From an optimization exercise on the open Yosys and OpenROAD flow, aimed at small area, a short achievable clock period and few clock cycles; shortcuts taken in it are not production practice.
The RTL was checked by simulation tests, not by an equivalence proof against the original design.

job 1124:
## pxe_core
module pxe_core (
    input  wire        clk,
    input  wire        rst,
    input  wire        cmd_valid,
    output wire        cmd_ready,
    input  wire [4:0]  cmd_op,
    input  wire [31:0] cmd_key,
    input  wire [15:0] cmd_height,
    input  wire [15:0] cmd_width,
    input  wire        in_valid,
    output wire        in_ready,
    input  wire [23:0] in_data,
    output wire        out_valid,
    input  wire        out_ready,
    output wire [23:0] out_data,
    output wire        mem_ren_a,
    output wire [9:0]  mem_raddr_a,
    input  wire [31:0] mem_rdata_a,
    output wire        mem_ren_b,
    output wire [9:0]  mem_raddr_b,
    input  wire [31:0] mem_rdata_b,
    output wire        mem_we,
    output wire [9:0]  mem_waddr,
    output wire [31:0] mem_wdata
);
    localparam [1:0] S_IDLE   = 2'd0,
                     S_RESEED = 2'd1,    
                     S_DRAW   = 2'd2,
                     S_MATH   = 2'd3;
    localparam [1:0] P_J1  = 2'd0,    
                     P_J2  = 2'd1,    
                     P_SMP = 2'd2;    
    reg [1:0]  state;
    reg        shuf;        
    reg        dec;
    reg [31:0] x;           
    reg [9:0]  cnt;         
    reg [9:0]  ra;          
    reg        msb;         
    reg        blk1;        
    reg        regen;       
    reg        d_valid;     
    reg        w_valid;     
    reg [7:0]  w8;          
    reg [15:0] wid, col, row;    
    reg [1:0]  phase;
    reg [1:0]  cp0, cp1, cp2;    
    reg [1:0]  bsel;        
    reg [23:0] out_reg;
    reg        out_v;
    wire [31:0] x_mix = x ^ {30'd0, x[31:30]};
    wire [31:0] x_inv = ~x_mix;
    wire [1:0]  ms_ml = x[1:0] ^ x[31:30];
  ...
Size in the first run: roughly 150 flip-flops, ~250 I/O pins, about 18000 um2 of cells after synthesis.
Settings: LEC_CHECK=0, CAP_MARGIN=20, CORE_MARGIN=2, CORE_UTILIZATION=40, SETUP_SLACK_MARGIN=4.3, SLEW_MARGIN=20; clock period 9.0 ns.
standard.sh (not shown) runs the stock make flow with config.mk's settings and CLKGATE_MAP_FILE= SYNTH_SCRIPT=/design/flow/synth_recipe.tcl, a recipe that flattens the netlist after the stock synthesis.
==> flow/flow/run.sh <==
#!/bin/bash
# The standard layout, with the port buffers made of the smallest buffer
# cell instead of the delay buffer that buffer_ports picks by default.
set -e
export BUFFER_PORTS_ARGS="-buffer_cell sky130_fd_sc_hd__buf_1"
bash standard.sh > standard.log 2>&1
Job 1124: flow completed, timing, DRC and antenna clean
Testbench counts of job 1124, summed over its fixed seeds: cycles 57,653.
Modified inputs, job 2737 compared to job 1124
- setting ABC_AREA to 1 for the first time
- changing SETUP_SLACK_MARGIN from 4.3 to 4.0
Results
Diff job 1124 -> job 2737: area share of and/or/nand/nor cells after synthesis +9.7 points, post-route worst setup slack -0.15 ns, per-cell routed wire length -3.6%, count of clock buffers in the final design -1. Going from job 1124 to job 2737, detailed router's first-iteration violation count climbed about 8%; synthesized cell area increased by 5.7% relative to the old numbers; largest driver fanout on the critical path up 9; detailed-routed wire length on met2 climbed 11%. Delta (job 2737 minus job 1124): non-filler instance count after layout increased by 452 relative to the old numbers. Job 2737 vs job 1124, worst-path cell with the longest stage delay: sky130_fd_sc_hd__buf_1 vs sky130_fd_sc_hd__fa_1.

---

pxe_core, a different RTL version from the one above (not shown whole).
For scale: roughly 2500 cells after synthesis, ~150 flip-flops, about 19000 sq um of cells after synthesis.
## pxe_core
module pxe_core (
    input  wire        clk,
    input  wire        rst,
    input  wire        cmd_valid,
    output wire        cmd_ready,
    input  wire [4:0]  cmd_op,
    input  wire [31:0] cmd_key,
    input  wire [15:0] cmd_height,
    input  wire [15:0] cmd_width,
    input  wire        in_valid,
    output wire        in_ready,
    input  wire [23:0] in_data,
    output wire        out_valid,
    input  wire        out_ready,
    output wire [23:0] out_data,
    output wire        mem_ren_a,
    output wire [9:0]  mem_raddr_a,
    input  wire [31:0] mem_rdata_a,
    output wire        mem_ren_b,
    output wire [9:0]  mem_raddr_b,
    input  wire [31:0] mem_rdata_b,
    output wire        mem_we,
    output wire [9:0]  mem_waddr,
    output wire [31:0] mem_wdata
);
export LEC_CHECK = 0
export ABC_AREA = 1
export CAP_MARGIN = 20
export CELL_PAD_IN_SITES_DETAIL_PLACEMENT = 0
export CELL_PAD_IN_SITES_GLOBAL_PLACEMENT = 0
export CORE_MARGIN = 2
export CORE_UTILIZATION = 40
export SETUP_SLACK_MARGIN = 4.0
export SLEW_MARGIN = 20
create_clock -name core_clock -period 9.0 [get_ports {clk}]
Scripts as last shown in full above: flow/flow/run.sh
The baseline completed without violations.
Testbench counts at the start, summed over its fixed seeds: cycles 57,653.
Next try:
==> flow/run.sh (new file) <==
#!/bin/bash
# synth_recipe.tcl (not shown) runs the flow's synth.tcl, then flattens the netlist and writes it again
# the make line also repeats each setting of config.mk as NAME=value (left out here)
make -C /OpenROAD-flow-scripts/flow DESIGN_CONFIG=/design/flow/config.mk WORK_HOME=/design/flow/orfs CLKGATE_MAP_FILE= SYNTH_SCRIPT=/design/flow/synth_recipe.tcl finish
- CELL_PAD_IN_SITES_DETAIL_PLACEMENT: 0 -> default
- CELL_PAD_IN_SITES_GLOBAL_PLACEMENT: 0 -> default
removed: flow/flow/run.sh
removed: flow/standard.sh
Outcome: The changed run finished clean; synthesized area does not change; cell count rises by 0.47%; wire length rises by 4.5%; cell area rises by 9.2%.
Next try:
==> flow/flow/run.sh (new file) <==
#!/bin/bash
# The standard layout, with the port buffers made of the smallest buffer
# cell instead of the delay buffer that buffer_ports picks by default.
set -e
export BUFFER_PORTS_ARGS="-buffer_cell sky130_fd_sc_hd__buf_1"
bash standard.sh > standard.log 2>&1
==> flow/standard.sh (new file) <==
#!/bin/bash
# synth_recipe.tcl (not shown) runs the flow's synth.tcl, then flattens the netlist and writes it again
# the make line also repeats each setting of config.mk as NAME=value (left out here)
make -C /OpenROAD-flow-scripts/flow DESIGN_CONFIG=/design/flow/config.mk WORK_HOME=/design/flow/orfs CLKGATE_MAP_FILE= SYNTH_SCRIPT=/design/flow/synth_recipe.tcl "${@:-finish}"
- PLACE_DENSITY: default -> 0.75
removed: flow/run.sh
Worst hold slack is better by 25 ps.
Core utilization fell by 4.9 points.
Final cell count shrinks slightly.
Register-to-register slack hardly moves.
Routed wire length decreases by a few percent.
Design area decreases by roughly a tenth.
Sequential cell count does not change.

---

Starting RTL as in the previous note.
export LEC_CHECK = 0
export ABC_AREA = 1
export CAP_MARGIN = 20
export CORE_MARGIN = 2
export CORE_UTILIZATION = 40
export SETUP_SLACK_MARGIN = 3.8
export SLEW_MARGIN = 20
create_clock -name core_clock -period 9.0 [get_ports {clk}]
==> flow/flow/run.sh <==
#!/bin/bash
# The standard layout, with the port buffers made of the smallest buffer
# cell instead of the delay buffer that buffer_ports picks by default.
set -e
export BUFFER_PORTS_ARGS="-buffer_cell sky130_fd_sc_hd__buf_1"
bash standard.sh > standard.log 2>&1
Testbench counts at the start, summed over its fixed seeds: cycles 57,653.
Change:
Settings changed: SETUP_SLACK_MARGIN 3.8 to 4.2.
Outcome: Final area grows by 6.1%. Wire length is higher by 6.3%. Worst setup slack gets better by 0.29 ns. Sequential cell count does not change. Cell count climbs by 1.6%. Via count is higher by 3.6%. Global-route usage is higher by 1.7 points. Count of clock-buffer cells in the layout is unchanged. Register-to-register slack gets better by 0.29 ns.
Change:
Settings changed: SETUP_SLACK_MARGIN 4.2 to 4.0, TNS_END_PERCENT from default to 10.
Routed wire length drops by a few percent.
Worst setup slack is worse by 0.14 ns.
Synthesized area stays the same.
First-iteration DRC count drops by roughly a tenth.
Clock skew drops by 0.0093 ns.
Design area drops by a few percent.
Via count drops by a few percent.
Change:
Settings changed: GPL_TIMING_DRIVEN from default to 0, TNS_END_PERCENT 10 to default.
The new run completed with no timing, DRC or antenna violations.
Final area increases by 1.4%.
Fmax decreases by 2.0%.
Global-route usage increases by 2.0 points.
Clock skew hardly moves.

---

== north ==
Starting RTL as in the previous note.
Design pxe_core, start of the top module:
module pxe_core (
    input  wire        clk,
    input  wire        rst,
    input  wire        cmd_valid,
    output wire        cmd_ready,
    input  wire [4:0]  cmd_op,
    input  wire [31:0] cmd_key,
    input  wire [15:0] cmd_height,
    input  wire [15:0] cmd_width,
    input  wire        in_valid,
    output wire        in_ready,
    input  wire [23:0] in_data,
    output wire        out_valid,
    input  wire        out_ready,
    output wire [23:0] out_data,
    output wire        mem_ren_a,
    output wire [9:0]  mem_raddr_a,
    input  wire [31:0] mem_rdata_a,
    output wire        mem_ren_b,
    output wire [9:0]  mem_raddr_b,
    input  wire [31:0] mem_rdata_b,
    output wire        mem_we,
    output wire [9:0]  mem_waddr,
    output wire [31:0] mem_wdata
);
    localparam [1:0] S_IDLE   = 2'd0,
                     S_RESEED = 2'd1,    
                     S_DRAW   = 2'd2,
                     S_MATH   = 2'd3;
    localparam [1:0] P_J1  = 2'd0,    
                     P_J2  = 2'd1,    
                     P_SMP = 2'd2;    
    reg [1:0]  state;
    reg        shuf;        
    reg        dec;
    reg [31:0] x;           
    reg [9:0]  cnt;         
    reg [9:0]  ra;          
    reg        msb;         
    reg        blk1;        
    reg        regen;       
    reg        d_valid;     
    reg        w_valid;     
    reg [7:0]  w8;          
    reg [15:0] wid, col, row;    
    reg [1:0]  phase;
    reg [1:0]  cp0, cp1, cp2;    
    reg [1:0]  bsel;        
    reg [23:0] out_reg;
    reg        out_v;
    wire [31:0] x_mix = x ^ {30'd0, x[31:30]};
    wire [31:0] x_inv = ~x_mix;
    wire cs_s1 = 1'b1 ^ cnt[0] ^ x_mix[0];
    wire cs_c2 = (1'b1 & cnt[0]) | (1'b1 & x_mix[0]) | (cnt[0] & x_mix[0]);
    wire cs_s3 = cnt[1] ^ x_mix[1];
  ...
clock: 9.0 ns
lec_check: 0
abc_area: 1
cap_margin: 20
core_margin: 2
core_utilization: 40
setup_slack_margin: 4.5
slew_margin: 20
Scripts as last shown in full above: flow/flow/run.sh
north reached the final stage; the timing, design-rule and antenna checks on its layout passed.
Testbench counts of north, summed over its fixed seeds: cycles 57,653.
--- input diff north..south ---
Settings: swapping 4.5 for 4.0 in SETUP_SLACK_MARGIN.
## What came out
When south is set beside north, its via count of the first global-routing pass turns out to be about 5% smaller.
Antenna diode instance count: north and south compared, higher one is south
| final net count | south vs north | 3.6% lower |
north → south: growth of design area from synthesis to finish decreased by 14 points relative to the old numbers; worst hold slack after final layout decreased by 9.9 ps relative to the old numbers; cell count decreased by 118 relative to the old numbers.
Global-route wire length before repair delta (south − north): favourable
Relative to south, the following input files were edited for east:
Settings: a change of CORE_UTILIZATION from 40 to 50.
==> comparison <==
- east vs. south: worst path arrival time has increased, placement-stage cell area dropped 190 µm².
- The final routed wirelength across all metal layers of east was superior to that of south.
- Of south and east, the lower final-layout fill cell count belongs to east.

---

pxe_core again, from the RTL that the note above started with.
clock: 9.0 ns
lec_check: 0
cap_margin: 20
core_margin: 2
core_utilization: 40
setup_slack_margin: 4.0
slew_margin: 20
Scripts as last shown in full above: flow/flow/run.sh
Testbench counts at the start, summed over its fixed seeds: cycles 57,653.
Rerun with:
- ABC_AREA: unset -> 1
- CTS_BUF_LIST: unset -> sky130_fd_sc_hd__clkbuf_4 sky130_fd_sc_hd__clkbuf_8
=> Synthesized area came out higher by 3.3%; routed wire length goes up by 8.5%; clock-buffer cell count is higher by 2; worst setup slack improved by 150 ps.

==> separate check: timing with driven ports <==
Ports are ideal in the flow. The routed layouts listed here were re-timed in OpenROAD.
Step 1, drivers: a clkbuf_16 drives clk and a buf_2 each remaining input, both assumed.
Step 2 also shifts input and output timing later by t, the mid clock arrival at the registers, as if the neighbouring blocks saw the same clock.
Slacks: no drivers / after step 1 / after step 2; pairs: no drivers / after step 1.
run	t, ns	setup slack, ns	worst setup path at the end	latest minus earliest clock arrival (ns)
job 1124	0.502	4.210 / 4.184 / 3.866	input to register	0.021 / 0.021
job 2737	0.548	4.060 / 4.038 / 3.691	input to register	0.013 / 0.014
the first run of note 2	0.540	4.081 / 4.052 / 3.643	input to register	0.011 / 0.011
the second run of note 2	0.540	3.934 / 3.896 / 3.555	input to register	0.019 / 0.019
the third run of note 2	0.519	4.038 / 4.010 / 3.827	input to register	0.024 / 0.024
the first run of note 3	0.540	3.911 / 3.860 / 3.733	input to register	0.013 / 0.013
the second run of note 3	0.544	4.200 / 4.154 / 3.824	input to register	0.021 / 0.021
the third run of note 3	0.540	4.061 / 4.037 / 3.697	input to register	0.012 / 0.013
the fourth run of note 3	0.557	3.961 / 3.961 / 3.776	input to register	0.015 / 0.016
north	0.552	4.171 / 4.171 / 4.083	input to register	0.015 / 0.015
south	0.540	4.081 / 4.052 / 3.643	input to register	0.011 / 0.011
east	0.511	4.066 / 4.040 / 3.793	input to register	0.013 / 0.012
the first run of note 5	0.531	3.926 / 3.926 / 3.668	input to register	0.019 / 0.020
the second run of note 5	0.626	4.075 / 4.046 / 3.705	input to register	0.017 / 0.018
After both steps setup and hold are still met in every run listed.
